Background: an optimization exercise with open tools, aiming at small area, a short achievable clock period and few clock cycles. Do not read the settings as production practice. Function was checked by simulation only, so behaviour that the tests miss may differ from the original. No activity file was given, so power comes from the tool's default toggle rates.

## flow/design.v (module list and top-level ports; edited modules follow where they fit)
// module aptb_acf: 1576 lines
module aptb_acf (
    input             clk,
    input             rst,           
    input             cmd_valid,
    output            cmd_ready,
    input      [31:0] cmd_word,      
    input      [31:0] cmd_data,      
    input      [31:0] cfg_fs,        
    input      [31:0] cfg_flo,       
    input      [31:0] cfg_fhi,       
    input      [15:0] cfg_tau,       
    output reg        rsp_valid,
    output reg [31:0] rsp_result,
    output reg [7:0]  rsp_err
);
  // ...
==> flow/flow/run.sh <==
#!/bin/bash
# The standard layout, with the port buffers made from plain buf_4 cells
# instead of the delay buffer the resizer picks by default.
set -euo pipefail
export BUFFER_PORTS_ARGS="-buffer_cell sky130_fd_sc_hd__buf_4"
bash standard.sh finish > standard_flow.log 2>&1
==> flow/standard.sh <==
#!/bin/bash
# synth_recipe.tcl (not shown) runs the flow's synth.tcl, then flattens the netlist and writes it again
# the make line also repeats each setting of config.mk as NAME=value (left out here)
make -C /OpenROAD-flow-scripts/flow DESIGN_CONFIG=/design/flow/config.mk WORK_HOME=/design/flow/orfs CLKGATE_MAP_FILE= SYNTH_SCRIPT=/design/flow/synth_recipe.tcl "${@:-finish}"
==> flow/config.mk <==
export PLATFORM = sky130hd
export DESIGN_NAME = aptb_acf
export DESIGN_NICKNAME = aptb_acf
export VERILOG_FILES = /design/flow/design.v
export SDC_FILE = /design/flow/constraint.sdc
export NUM_CORES = 4
export LEC_CHECK = 0
export CAP_MARGIN = 20
export CORE_MARGIN = 2
export CORE_UTILIZATION = 30
export CTS_BUF_LIST = sky130_fd_sc_hd__clkbuf_8
export CTS_CLUSTER_SIZE = 30
export SLEW_MARGIN = 20
==> flow/constraint.sdc <==
create_clock -name core_clock -period 15.0 [get_ports {clk}]
set_input_delay 3.0000 -clock core_clock [delete_from_list [all_inputs] [get_ports {clk}]]
set_output_delay 3.0000 -clock core_clock [all_outputs]
set_load 0.01 [all_outputs]
==> impl_results.md, run 1 <==
- Outcome: complete, no violations
- Slew @ Worst Pin: between 1 and 1.5 ns
- Period utilization: 30.1%
- Register area: 0.0329 mm^2
- Height of the chip: 467 um
- Clk pin slew, worst setup/hold paths: 0.06 ns
- Clk pwr share: 44.6%
- Number of global-route vias before repair: roughly 42000
- Worst Hold Launch: pa_lag[4]$_DFF_P_
- DR top layer: met4
- Multi-input gates: about 3200
- Sequential cell area fraction in the yosys report: 51.2%
- Overflow after GRT: 0
- DRT iter0 DRCs: ~4000
- # clock sinks: about 1200
- Fraction of registers with async set/reset: 0%
- Post-route DRC: 0
- XOR/XNOR Fraction of Synth Area: approximately 5.1%
- Sequential power share: 53.3%
- CP bufs+invs: 1
- Worst Hold Path Cells: 0
- Most frequent cells in the layout: 787 x edfxtp_1, 572 x inv_1, 456 x dfxtp_1
- Max VDD drop: 0.0914 mV
- Worst EP required: approximately 12 ns
- Layout area overhead: 13.9%
- Post-Synthesis Cells: 5173
- Synth Area in Adders: between 10% and 20%
Testbench counts, summed over its fixed seeds: cycles 43,210.
==> inputs of run 2 (changes only) <==
--- a/flow/design.v
+++ b/flow/design.v
@@ -133,19 +133,20 @@
     reg [3:0]  in_cnt;
     reg [39:0] dv_sh;
     reg [31:0] mr;
     wire [32:0] in_r = dv_sh[32:0];    
     reg [7:0]  in_q;         
     wire [31:0] in_d = mr;           
     reg        in_dov;       
     reg [3:0]  in_k;         
-    wire [33:0] in_r2  = {in_r, 1'b0};
-    wire [34:0] in_sub = {1'b0, in_r2} - {3'b000, c_fhi};
-    wire        in_ge  = !in_sub[34];
+    wire [34:0] in_t   = {in_r[32], in_r, 1'b0};
+    wire [34:0] in_nr  = in_t + ({3'b000, c_fhi} ^ {35{~in_r[32]}}) + {34'd0, ~in_r[32]};
+    wire        in_ge  = !in_nr[34];
+    reg  [2:0]  in_e;        
     wire [32:0] in_d2  = {in_d, 1'b0};
     wire        in_le  = !in_dov && !in_d2[32] && (in_d2[31:0] <= c_flo);
     wire        fs_zero = !fs_big && (fs_s == 23'd0);
     localparam E_IDLE = 3'd0, E_LOAD = 3'd1, E_POS = 3'd2, E_DRAIN = 3'd3, E_SLOAD = 3'd4;
     reg [2:0]  e_st;
     reg        s_ld;         
     reg        e_rd;         
     reg [6:0]  e_rem;        
@@ -1268,23 +1269,29 @@
         if (!dv_d3[9])      begin dv_rem_n = dv_d3[6:0]; dv_qd = 2'd3; end
         else if (!dv_d2[9]) begin dv_rem_n = dv_d2[6:0]; dv_qd = 2'd2; end
         else if (!dv_d1[9]) begin dv_rem_n = dv_d1[6:0]; dv_qd = 2'd1; end
         else                begin dv_rem_n = dv_t[6:0];  dv_qd = 2'd0; end
     end
     wire c_sw    = pb_v && !pb_rd;
     wire c_newlag = c_sw && (pb_first || (pb_d < est_min));
     wire c_newmax = c_sw && (pb_first || (pb_d > est_max));
+    reg  newlag_q, newmax_q;
+    always @(posedge clk) begin
+        newlag_q <= !rst && c_newlag;
+        newmax_q <= !rst && c_newmax;
+    end
     wire [7:0]  mm       = est_max - est_min;
     wire        conf_c    = (est_max != 8'd0) && ({mm, 16'd0} >= mu_acc);
     wire [7:0]  two_lag  = {est_lag, 1'b0};
     wire [7:0]  hc_diff  = (two_lag >= {1'b0, lastlag}) ? two_lag - {1'b0, lastlag}
                                                         : {1'b0, lastlag} - two_lag;
     wire        hc_c      = llv && (hc_diff <= 8'd1);
-    wire        pe_pre = (e_st == E_DRAIN) && !pa_v && !pr_v && !pb_v && !dv_busy && !mu_busy;
+    wire        pe_pre = (e_st == E_DRAIN) && !pa_v && !pr_v && !pb_v && !newlag_q && !newmax_q &&
+                          !dv_busy && !mu_busy;
     reg         pe_pre_q, confident, half_cycle;
     always @(posedge clk) begin
         pe_pre_q   <= pe_pre;
         confident  <= conf_c;
         half_cycle <= hc_c;
     end
     wire        pe_fin = pe_pre && pe_pre_q;
     reg        done;         
@@ -1306,27 +1313,22 @@
         if (q_v) begin
             if (bad_cmd) begin
                 done = 1'b1; r_err = E_BADCMD;
             end else if (not_cfg) begin
                 done = 1'b1; r_err = E_NOTCFG;
             end else if (o_init) begin
                 if (!in_run) begin
                     if (!sw_busy) do_init_start = 1'b1;
-                end else if (in_cnt == 4'd1) begin
-                    if (fs_zero) begin
-                        done = 1'b1; r_err = E_CFG_FS;
-                    end else if (c_flo == 32'd0) begin
-                        done = 1'b1; r_err = E_CFG_FLO;
-                    end else if (c_fhi <= c_flo) begin
-                        done = 1'b1; r_err = E_CFG_ORDER;
-                    end
                 end else if (in_cnt == 4'd9) begin
                     done = 1'b1;
-                    if (!fs_big && in_q == 8'd0)                r_err = E_CFG_DEGEN;
+                    if (in_e[2])                                r_err = E_CFG_FS;
+                    else if (in_e[1])                           r_err = E_CFG_FLO;
+                    else if (in_e[0])                           r_err = E_CFG_ORDER;
+                    else if (!fs_big && in_q == 8'd0)           r_err = E_CFG_DEGEN;
                     else if (fs_big || in_q[7] || in_k[3])      r_err = E_CFG_CAP;
                     else if (fs_s[22:16] >= in_q[6:0])          r_err = E_CFG_FRANGE;
                     else begin
                         do_init_ok = 1'b1;
                         r_res = {23'd0, 9'd2 << in_k[2:0]};
                     end
                 end
             end else if (o_push) begin
@@ -1404,16 +1406,18 @@
                 fs_s   <= cfg_fs[22:0];
                 fs_big <= |cfg_fs[31:23];
                 tau_s  <= cfg_tau;
                 in_dov <= 1'b0;
                 in_k   <= 4'd8;
                 in_q   <= 8'd0;
             end else if (in_run) begin
                 in_cnt <= in_cnt + 4'd1;
+                if (in_cnt == 4'd1)
+                    in_e <= {fs_zero, c_flo == 32'd0, c_fhi <= c_flo};
                 if (in_cnt != 4'd0) begin
                     in_q   <= {in_q[6:0], in_ge};
                     in_dov <= in_dov | in_d2[32];
                     if (in_le) in_k <= in_k - 4'd1;
                 end
                 if (done) in_run <= 1'b0;
             end
             if (do_init_ok) begin
@@ -1483,44 +1487,44 @@
             s_ld <= do_fill;
             pr_v <= pa_v;
             pb_v <= pr_v;
             e_st <= e_st_n;
             if (e_st == E_IDLE) e_rd <= !do_fill;
             if (do_init_start) begin
                 dv_sh[32:0] <= {2'b0, cfg_fs[22:0], 8'd0};
             end else if (in_run) begin
-                if (in_cnt != 4'd0) dv_sh[32:0] <= in_ge ? in_sub[32:0] : in_r2[32:0];
-            end else if (c_newlag || do_pred_start) begin
+                if (in_cnt != 4'd0) dv_sh[32:0] <= in_nr[32:0];
+            end else if (newlag_q || do_pred_start) begin
                 dv_busy <= 1'b1;
                 dv_pred <= do_pred_start;
                 dv_cnt  <= 5'd20;
                 dv_rem  <= 7'd0;
                 dv_sh   <= {1'b0, fs_s, 16'd0};
-                dv_dv   <= c_newlag ? pb_lag : lastlag;
-                dv_l3   <= c_newlag ? {2'd0, pb_lag} + {1'b0, pb_lag, 1'b0}
+                dv_dv   <= newlag_q ? est_lag : lastlag;
+                dv_l3   <= newlag_q ? {2'd0, est_lag} + {1'b0, est_lag, 1'b0}
                                     : {2'd0, lastlag} + {1'b0, lastlag, 1'b0};
             end else if (dv_busy) begin
                 dv_rem <= dv_rem_n;
                 dv_sh  <= {dv_sh[37:0], dv_qd};
                 dv_cnt <= dv_cnt - 5'd1;
                 if (dv_cnt == 5'd1) dv_busy <= 1'b0;
             end
             if (pe_fin)
                 dv_ok <= confident;
             else if (dv_busy && dv_pred && dv_cnt == 5'd1)
                 dv_ok <= 1'b1;
             if (do_init_start) begin
                 mr <= {1'b0, cfg_fs[22:0], 8'd0};
             end else if (in_run) begin
                 if (in_cnt != 4'd0) mr <= in_d2[31:0];
-            end else if (c_newmax) begin
+            end else if (newmax_q) begin
                 mu_busy <= 1'b1;
                 mu_cnt  <= 4'd8;
-                mr      <= {pb_d, 24'd0};
+                mr      <= {est_max, 24'd0};
             end else if (mu_busy) begin
                 mr <= {mu_m[6:0], 1'b0, {mu_acc[22:0], 1'b0} + (mu_m[7] ? {8'd0, tau_s} : 24'd0)};
                 mu_cnt <= mu_cnt - 4'd1;
                 if (mu_cnt == 4'd1) mu_busy <= 1'b0;
             end
         end
     end
     always @(*) begin
==> flow/config.mk (replaced) <==
export PLATFORM = sky130hd
export DESIGN_NAME = aptb_acf
export DESIGN_NICKNAME = aptb_acf
export VERILOG_FILES = /design/flow/design.v
export SDC_FILE = /design/flow/constraint.sdc
export NUM_CORES = 4
export LEC_CHECK = 0
export CAP_MARGIN = 20
export CORE_MARGIN = 2
export CORE_UTILIZATION = 30
export SLEW_MARGIN = 20
==> impl_results.md, run 2 <==
- Largest regs: F (256), S (256), T (256) (unchanged)
- Worst Hold Launch: pa_lag[6]$_DFF_P_ (was pa_lag[4]$_DFF_P_)
- Global-route wire length before repair: 276 mm (was 268 mm)
- DRT iter0 DRCs: 3985 (was 3992)
- Slew @ Worst Pin: 1.05 ns (was 1.30 ns)
- Final setup vio count: 0 (unchanged)
- Synth Flop Type: edfxtp_1 (unchanged)
- Worst r2r path cells: 11 (unchanged)
- Fraction of registers with async set/reset: 0% (unchanged)
- Most common cell after layout, fill and taps aside: edfxtp_1 (unchanged)
- Ys Warns: 1 (unchanged)
- Slew headroom: 29.5% (was 13.0%)
- Post_cts resized: 0 (unchanged)
- Die ar.: 0.220 mm^2 (was 0.218 mm^2)
- Die width: 469 um (was 467 um)
- DR vias/cell: 5.04 (was 4.96)
- Count of unique library cells instantiated by Yosys: 91 (was 88)
- # clock sinks: 1254 (was 1249)
- Crit path launch type: primary input (was flop)
- Number of hold buffers added after cts: 0 (unchanged)
- Routability cong.: 0.890 (was 0.908)
- Clk pin slew, worst setup/hold paths: 0.06 ns (about the same)
- Post-synth top area cell: edfxtp_1 (unchanged)
- FMAX: 208 MHz (was 222 MHz)
- HP Class: reg2reg (unchanged)
- Worst Hold Path Cells: 0 (unchanged)
- Sequential cell area fraction in the yosys report: 50.9% (was 51.2%)
- Total clock buffers created by CTS: 139 (was 205)
- Endpoint, Worst Hold: pr_lag[6]$_DFF_P_ (was pr_lag[4]$_DFF_P_)
- Max-cap check violation count: 0 (unchanged)
- # IOs: 221 (unchanged)
- Critical path capture point type: flop (was output pin)
- Largest stage delay, worst path: 0.74 ns (was 0.43 ns)
- CP delay by family, top: compound AO/OA/AOI/OAI gates (was flip-flops)
- Static Leak: 27.1 nW (about the same)
- Commonest cells post-synth: 790 x edfxtp_1, 483 x inv_1, 464 x dfxtp_1 (was 787 x edfxtp_1, 505 x inv_1, 462 x dfxtp_1)
- Buffers added on ports: 216 (unchanged)
- Cell with the most instances after synthesis: edfxtp_1 (unchanged)
- EDFF count, synth: 790 (was 787)
- Share of cells above drive strength 1: 15.4% (was 16.2%)
- Number of global-route vias before repair: 42500 (was 41900)
- Detailed Routing Iterations Pass 1: 6 (unchanged)
- Setup TNS: 0 ns (unchanged)
- Min Clock Period, post-route: 4.81 ns (was 4.51 ns)
- Post-synthesis register bit count: 1254 (was 1249)
- Post-Syn Area: 0.0649 mm^2 (was 0.0642 mm^2)
- Wire length per cell: 22.2 um (was 21.4 um)
- Post-Synthesis Cells: 5252 (was 5173)
- Final Slew Violations: 0 (unchanged)
- Post-route DRC: 0 (unchanged)
- GR Util All Layers: 16.7% (was 16.3%)
- Mean Syn Cell Area: 12.4 um^2 (about the same)
- Clk_skew: 0.0776 ns (was 0.0637 ns)
- Critical path type: in2reg (was reg2out)
- Power density cells: 98.8 mW/mm^2 (was 93.3 mW/mm^2)
- Initial Util: 30.2% (about the same)
- Layout area overhead: 15.0% (was 13.9%)
- RR Endpoint: pq[0]$_DFF_P_ (was cnt[6]$_SDFFCE_PN0P_)
- Core Region: 0.215 mm^2 (was 0.212 mm^2)
- Drt total wl: 186 mm (was 180 mm)
- Cell Rows: 170 (was 169)
- Worst r2r src: m_lgt[1]$_DFF_P_ (was in_q[0]$_SDFFCE_PP0P_)
- Height of the chip: 469 um (was 467 um)
- Post-CTS Setup Inserts: 0 (unchanged)
- Ranking of synthesized cells by area: edfxtp_1 37%, dfxtp_1 14%, mux4_2 8.3%, fa_1 7.9%, ha_1 4.6% (was edfxtp_1 37%, dfxtp_1 14%, mux4_2 8.4%, fa_1 8.0%, ha_1 4.6%)
- Period utilization: 32.1% (was 30.1%)
- Largest net degree at the start of global routing: 146 (was 144)
- Worst-path cell chain: buf_4, a311oi_2, o21ai_0, or4_1, o22ai_1 (was buf_4)
- Final nets: 6118 (was 6098)
- Max VDD drop: 0.127 mV (was 0.0914 mV)
- Overflow after GRT: 0 (unchanged)
- Via count: 42400 (was 41800)
- Clk Latency, worst-skew pair: 0.84 ns (was 0.95 ns)
- Most frequent cells in the layout: 790 x edfxtp_1, 482 x inv_1, 459 x dfxtp_1 (was 787 x edfxtp_1, 572 x inv_1, 456 x dfxtp_1)
- Final Hold Vio Count: 0 (unchanged)
- Flop2flop setup slack: 10.68 ns (was 10.51 ns)
- Worst EP required: 15.46 ns (was 12.00 ns)
- Clk buf depth: 3 (unchanged)
- CP max FO: 30 (was 1)
- CP arrival: 5.27 ns (was 1.51 ns)
- CP max stage cell: a311oi_2 (was dfxtp_1)
- Clock Tree Root: clkbuf_16 (was clkbuf_8)
- CP bufs+invs: 1 (unchanged)
- RSZ-0062 raised after global routing: no (unchanged)
- Detailed placement HPWL: 141 mm (was 135 mm)
- Routed Antenna Nets: 0 (unchanged)
- H-tree depth: 4 (unchanged)
- CTS tree: built (unchanged)
- Synth top area share: 36.6% (was 36.8%)
- Antenna violations before repair: 6 (was 4)
- Outcome: complete, no violations (unchanged)
- Fin util: 34.7% (was 34.4%)
run 2: cell count changes after synthesis, sizes merged, moves of 12 or more:
cell    change
a21oi      +13
a221oi     +14
xnor2      +14
a22oi      -17
o221ai     -12
mux2i      -28
o31ai      +13
a22o       +12
inv        -23
nand4      +12
o21ai      -17
run 2: power breakdown:
group	internal [W]	total, W	switching (W)
Clock	0.00202	0.00357	0.00154
Sequential	0.00364	0.00365	0.0000146
Combinational	0.0000712	0.000151	0.0000800
Total	0.00573	0.00737	0.00164
run 2: metrics by stage:
step                      cells  hold slack (ns)  total power (W)  cell area, um^2  worst slack (ns)
after global placement     8140            0.311          0.00388            69700              9.36
after floorplan            5255            0.310          0.00379            64900             0.781
final                      8406            0.327          0.00737            74600             10.19
after detailed placement   8140            0.313          0.00388            69700              9.33
after global routing       8404            0.332          0.00757            74600              9.93
after CTS                  8399            0.326          0.00743            74500             10.20
run 2: kinds of logic after synthesis:
kind of cell    Yosys count  share of synthesized area, %
buf+inv                 712                          4.21
fa+ha+maj               495                          12.5
mux                     361                          10.4
compound gates          888                          8.53
other cells               1                       0.00578
xor+xnor                390                          5.27
simple gates           1151                          8.22
flops                  1254                          50.9
run 2: worst reg2reg max path, stage by stage (launching register included):
cell and delay [ns]:
dfxtp_1 0.82, buf_4 0.34, a21o_1 0.13, nand2_1 0.07, fa_1 0.53, inv_1 0.06, fa_1 0.54, fa_1 0.56
inv_1 0.07, fa_1 0.57, inv_1 0.07, fa_1 0.45
run 2: metal layers:
metal  up-vias  global-route usage [%]  wire length [um]
met5         -                       0                 0
met4         0                    6.48              7470
met3       292                    2.66             12100
met2      1530                    28.1             90900
met1     21400                    21.6             76100
li1      19200                       -                 -
run 2: how the worst max path moves through the flow:
stage | from | end | depth (start not counted)
floorplan | q_d[11]$_DFFE_PN_ | cnt[0]$_SDFFCE_PN0P_ | 4
global placement | rst | in_k[0]$_SDFFCE_PP0P_ | 5
detailed placement | rst | in_k[1]$_SDFFCE_PP0P_ | 5
CTS | rst | in_k[0]$_SDFFCE_PP0P_ | 5
global route | rst | in_k[3]$_SDFFCE_PP1P_ | 5
finish | rst | in_k[2]$_SDFFCE_PP0P_ | 5
run 2: final cells by class:
cell class	count	area (um^2)
antenna	6	15.0
clock buffer	182	3830
clock inverter	77	992
fill	20900	140000
inverter	484	1820
multi-input combinational	3289	29200
sequential	1254	33000
tap	2838	3550
timing repair buffer	276	2120
Testbench counts of run 2, summed over its fixed seeds: cycles 43,262.

[re-timing with driven ports]
Ports are ideal in the flow. The routed layouts listed here were re-timed in OpenROAD.
Step 1 sets driving cells, clkbuf_16 on the clock port and buf_2 on the other inputs (assumed; they add their load-dependent delay and slew).
Step 2, shift: input delay + t, output delay - t, t = (earliest + latest rising clock arrival at the registers) / 2. This alone moves slack from input paths to output paths.
Slacks: no drivers / after step 1 / after step 2; pairs: no drivers / after step 1.
| run | t, ns | setup slack, ns | worst hold slack (ns) | worst setup path after step 2 | cell pins on the clock port's net |
|---|---|---|---|---|---|
| run 1 | 1.000 | 10.487 / 10.410 / 9.739 | 0.312 / 0.312 / 0.312 | input to register | 1 |
| run 2 | 0.877 | 10.189 / 10.220 / 9.343 | 0.327 / 0.327 / 0.327 | input to register | 1 |
After both steps setup and hold are still met in every run listed. The setup slack of run 2, which loses most, moves by +0.031 ns with the drivers and by -0.846 ns with both steps.
